From an optimization exercise on the open Yosys and OpenROAD flow, aimed at small area, a short achievable clock period and few clock cycles; shortcuts taken in it are not production practice. Only simulation tests tie the RTL to the original design; equivalence was not proved. Power is estimated from default activity; no workload was simulated.

## sscs_core
module sscs_core (
    input  wire        clk,
    input  wire        rst,
    input  wire        cmd_valid,
    input  wire [2:0]  cmd_op,
    input  wire [3:0]  cmd_idx,
    input  wire [15:0] cmd_data,
    output wire        cmd_ready,
    input  wire        intr,
    input  wire [3:0]  dbg_idx,
    output wire [15:0] dbg_rdata,
    output reg         halted,
    output reg         running,
    output reg  [2:0]  stop,
    output reg  [2:0]  stop_kind,
    output wire        mem_req,
    output wire        mem_we,
    output wire [11:0] mem_addr,
    output wire [15:0] mem_wdata,
    input  wire [15:0] mem_rdata,
    input  wire        mem_ack,
    output reg         trace_valid,
    output reg  [15:0] trace_pc,
    output reg  [15:0] trace_word,
    output reg  [2:0]  trace_fault,
    output wire        out_valid,
    output wire        out_end,
    output wire [7:0]  out_data
);
    localparam CMD_STEP = 3'd1, CMD_RUN = 3'd2, CMD_CLEAR = 3'd3, CMD_SETREG = 3'd4;
    localparam STOP_NONE = 3'd0, STOP_HLT = 3'd1, STOP_HCF = 3'd2, STOP_INTR = 3'd3,
               STOP_RESET = 3'd4, STOP_FAULT = 3'd5;
    localparam F_NONE = 3'd0, F_SEG = 3'd1, F_ARITH = 3'd4, F_DIV0 = 3'd5, F_UNK = 3'd6;
    localparam S_IDLE = 3'd0, S_FETCH = 3'd1, S_EXEC = 3'd2, S_ITER = 3'd3, S_PRN = 3'd4;
    localparam OP_HLT = 6'd0,  OP_HCF = 6'd1,  OP_ADD = 6'd2,  OP_ADDI = 6'd3,
               OP_SUB = 6'd4,  OP_SUBI = 6'd5, OP_MUL = 6'd6,  OP_MULI = 6'd7,
               OP_DIV = 6'd8,  OP_DIVI = 6'd9, OP_MOD = 6'd10, OP_MODI = 6'd11,
               OP_AND = 6'd15, OP_ANDI = 6'd16, OP_OR = 6'd17, OP_ORI = 6'd18,
               OP_XOR = 6'd19, OP_XORI = 6'd20, OP_NOT = 6'd23, OP_SL = 6'd24,
               OP_SLI = 6'd25, OP_SR = 6'd26, OP_SRI = 6'd27, OP_TEQ = 6'd30,
               OP_TLT = 6'd31, OP_TGT = 6'd33, OP_B = 6'd40, OP_BAL = 6'd41,
               OP_BR = 6'd42, OP_BEQZ = 6'd43, OP_BNEZ = 6'd44, OP_LD = 6'd50,
  ...
Size: roughly 260 flip-flops, roughly 150 I/O pins, about 21,000 µm² of cells after synthesis.
clock: 12.0 ns
lec_check: 0
cap_margin: 20
core_margin: 2
core_utilization: 52
setup_slack_margin: 5
slew_margin: 20
run.sh (not shown) runs the stock make flow with config.mk's settings and CLKGATE_MAP_FILE= SYNTH_SCRIPT=/design/flow/synth_recipe.tcl, a recipe that flattens the netlist after the stock synthesis.
The starting point finished with timing, DRC and antenna clean.
Testbench counts at the start, summed over its fixed seeds: cycles 52,093.
Edit:
==> flow/flow/run.sh (new file) <==
#!/bin/bash
set -euo pipefail
bash standard.sh SETUP_SLACK_MARGIN=6.0 finish > standard.log 2>&1
==> flow/standard.sh (new file) <==
#!/bin/bash
# synth_recipe.tcl (not shown) runs the flow's synth.tcl, then flattens the netlist and writes it again
# the make line also repeats each setting of config.mk as NAME=value (left out here)
make -C /OpenROAD-flow-scripts/flow DESIGN_CONFIG=/design/flow/config.mk WORK_HOME=/design/flow/orfs CLKGATE_MAP_FILE= SYNTH_SCRIPT=/design/flow/synth_recipe.tcl "${@:-finish}"
- CORE_UTILIZATION: 52 -> 60
- SETUP_SLACK_MARGIN: 5 -> default
removed: flow/run.sh
What happened:
- Now the flow ended with an error in global routing (5_1_grt), error GRT-0116
- synthesized cell count does not change
- area after synthesis does not change
Edit:
==> flow/flow/run.sh (replaced) <==
#!/bin/bash
set -euo pipefail
bash standard.sh SETUP_SLACK_MARGIN=5.4 finish > standard.log 2>&1
- CORE_UTILIZATION: 60 -> 52
The changed run ran to the end with no violations.
Synthesized cell count does not change.
Area after synthesis stays the same.
Edit:
==> flow/flow/run.sh (replaced) <==
#!/bin/bash
set -euo pipefail
here=$(pwd)
bash standard.sh SETUP_SLACK_MARGIN=5.4 PRE_GLOBAL_PLACE_TCL="$here/flow/pre_global_place.tcl" finish > standard.log 2>&1
==> flow/flow/pre_global_place.tcl (new file) <==
# Runs at the start of ORFS's global placement step, before buffer_ports puts a
# buffer on every input and output port. Hiding the delay cells for this step
# makes buffer_ports use a plain buffer; later steps see the usual cell list.
set_dont_use [get_lib_cells {sky130_fd_sc_hd__clkdlybuf4s* sky130_fd_sc_hd__dlygate* sky130_fd_sc_hd__dlymetal*}]
- CORE_UTILIZATION: 52 -> 48
Result: Routed wire length is higher by 5.1%; worst setup slack degrades by 19 ps; fmax stays flat; utilization is lower by 5.4 points; cell area is lower by 0.76%; power barely changes; worst hold slack degrades by 11 ps; global-route usage is lower by 3.3 points; count of clock-buffer cells in the layout is lower by 2; clock power is lower by about 2%; first-iteration DRC count is higher by 2.3%.

---

sscs_core, a different RTL version from the one above (not shown whole).
Size: roughly 2300 cells after synthesis, roughly 150 I/O pins.
// sscs_core
module sscs_core (
    input  wire        clk,
    input  wire        rst,
    input  wire        cmd_valid,
    input  wire [2:0]  cmd_op,
    input  wire [3:0]  cmd_idx,
    input  wire [15:0] cmd_data,
    output wire        cmd_ready,
    input  wire        intr,
    input  wire [3:0]  dbg_idx,
    output wire [15:0] dbg_rdata,
    output reg         halted,
    output reg         running,
    output reg  [2:0]  stop,
    output reg  [2:0]  stop_kind,
    output wire        mem_req,
    output wire        mem_we,
    output wire [11:0] mem_addr,
    output wire [15:0] mem_wdata,
    input  wire [15:0] mem_rdata,
    input  wire        mem_ack,
    output reg         trace_valid,
    output reg  [15:0] trace_pc,
    output reg  [15:0] trace_word,
    output reg  [2:0]  trace_fault,
    output wire        out_valid,
    output wire        out_end,
    output wire [7:0]  out_data
);
==> flow/config.mk <==
export PLATFORM = sky130hd
export DESIGN_NAME = sscs_core
export DESIGN_NICKNAME = sscs_core
export VERILOG_FILES = /design/flow/design.v
export SDC_FILE = /design/flow/constraint.sdc
export NUM_CORES = 4
export LEC_CHECK = 0
export CAP_MARGIN = 20
export CORE_MARGIN = 2
export CORE_UTILIZATION = 52
export SLEW_MARGIN = 20
==> flow/constraint.sdc <==
create_clock -name core_clock -period 12.0 [get_ports {clk}]
set_input_delay 2.4000 -clock core_clock [delete_from_list [all_inputs] [get_ports {clk}]]
set_output_delay 2.4000 -clock core_clock [all_outputs]
set_load 0.01 [all_outputs]
standard.sh (not shown) runs the stock make flow with config.mk's settings and CLKGATE_MAP_FILE= SYNTH_SCRIPT=/design/flow/synth_recipe.tcl, a recipe that flattens the netlist after the stock synthesis.
==> flow/flow/run.sh <==
#!/bin/bash
set -euo pipefail
here=$(pwd)
bash standard.sh SETUP_SLACK_MARGIN=5.4 PRE_GLOBAL_PLACE_TCL="$here/flow/pre_global_place.tcl" finish > standard.log 2>&1
==> flow/flow/pre_global_place.tcl <==
# Runs at the start of ORFS's global placement step, before buffer_ports puts a
# buffer on every input and output port. Hiding the delay cells for this step
# makes buffer_ports use a plain buffer; later steps see the usual cell list.
set_dont_use [get_lib_cells {sky130_fd_sc_hd__clkdlybuf4s* sky130_fd_sc_hd__dlygate* sky130_fd_sc_hd__dlymetal*}]
The starting point completed without violations.
Testbench counts at the start, summed over its fixed seeds: cycles 53,508.
Change:
==> flow/flow/run.sh (replaced) <==
#!/bin/bash
set -euo pipefail
bash standard.sh SETUP_SLACK_MARGIN=5.4 finish > standard.log 2>&1
removed: flow/flow/pre_global_place.tcl
After rerunning: Sequential share of layout area shrinks by 1.6 points. Combinational power is higher by 6.8%. Core utilization rises by 3.4 points. Sequential power stays flat. First-iteration DRC count increases by 0.35%.

## port drivers added, routing unchanged
In the flow no input, the clock included, has a driving cell. The finished layouts below were timed again as built, in two steps.
Step 1 (the two cells are an assumption about what drives the block):
set clk [get_ports {clk}]
set_driving_cell -lib_cell sky130_fd_sc_hd__clkbuf_16 $clk
set_driving_cell -lib_cell sky130_fd_sc_hd__buf_2 [delete_from_list [all_inputs] $clk]
Step 2 also shifts input and output timing later by t, the mid clock arrival at the registers, as if the neighbouring blocks saw the same clock.
Slacks: ideal / step 1 / step 2; pairs: ideal / step 1.
run | shift t [ns] | setup WS [ns] | latest minus earliest clock arrival (ns) | worst data-port slew with drivers (ns) | cell pins on the clock port's net
the first run of note 1 | 0.675 | 4.971 / 4.913 / 4.944 | 0.047 / 0.047 | 0.05 | 1
the third run of note 1 | 0.684 | 5.318 / 5.255 / 5.381 | 0.043 / 0.043 | 0.07 | 1
the fourth run of note 1 | 0.668 | 5.300 / 5.241 / 5.123 | 0.022 / 0.022 | 0.05 | 1
the first run of note 2 | 0.652 | 5.151 / 5.091 / 5.311 | 0.028 / 0.028 | 0.08 | 1
the second run of note 2 | 0.668 | 5.373 / 5.315 / 5.399 | 0.048 / 0.047 | 0.05 | 1
After both steps every run listed still meets setup and hold. For the fourth run of note 1, which loses most, drivers alone change the setup slack by -0.059 ns; drivers and shift together by -0.177 ns.
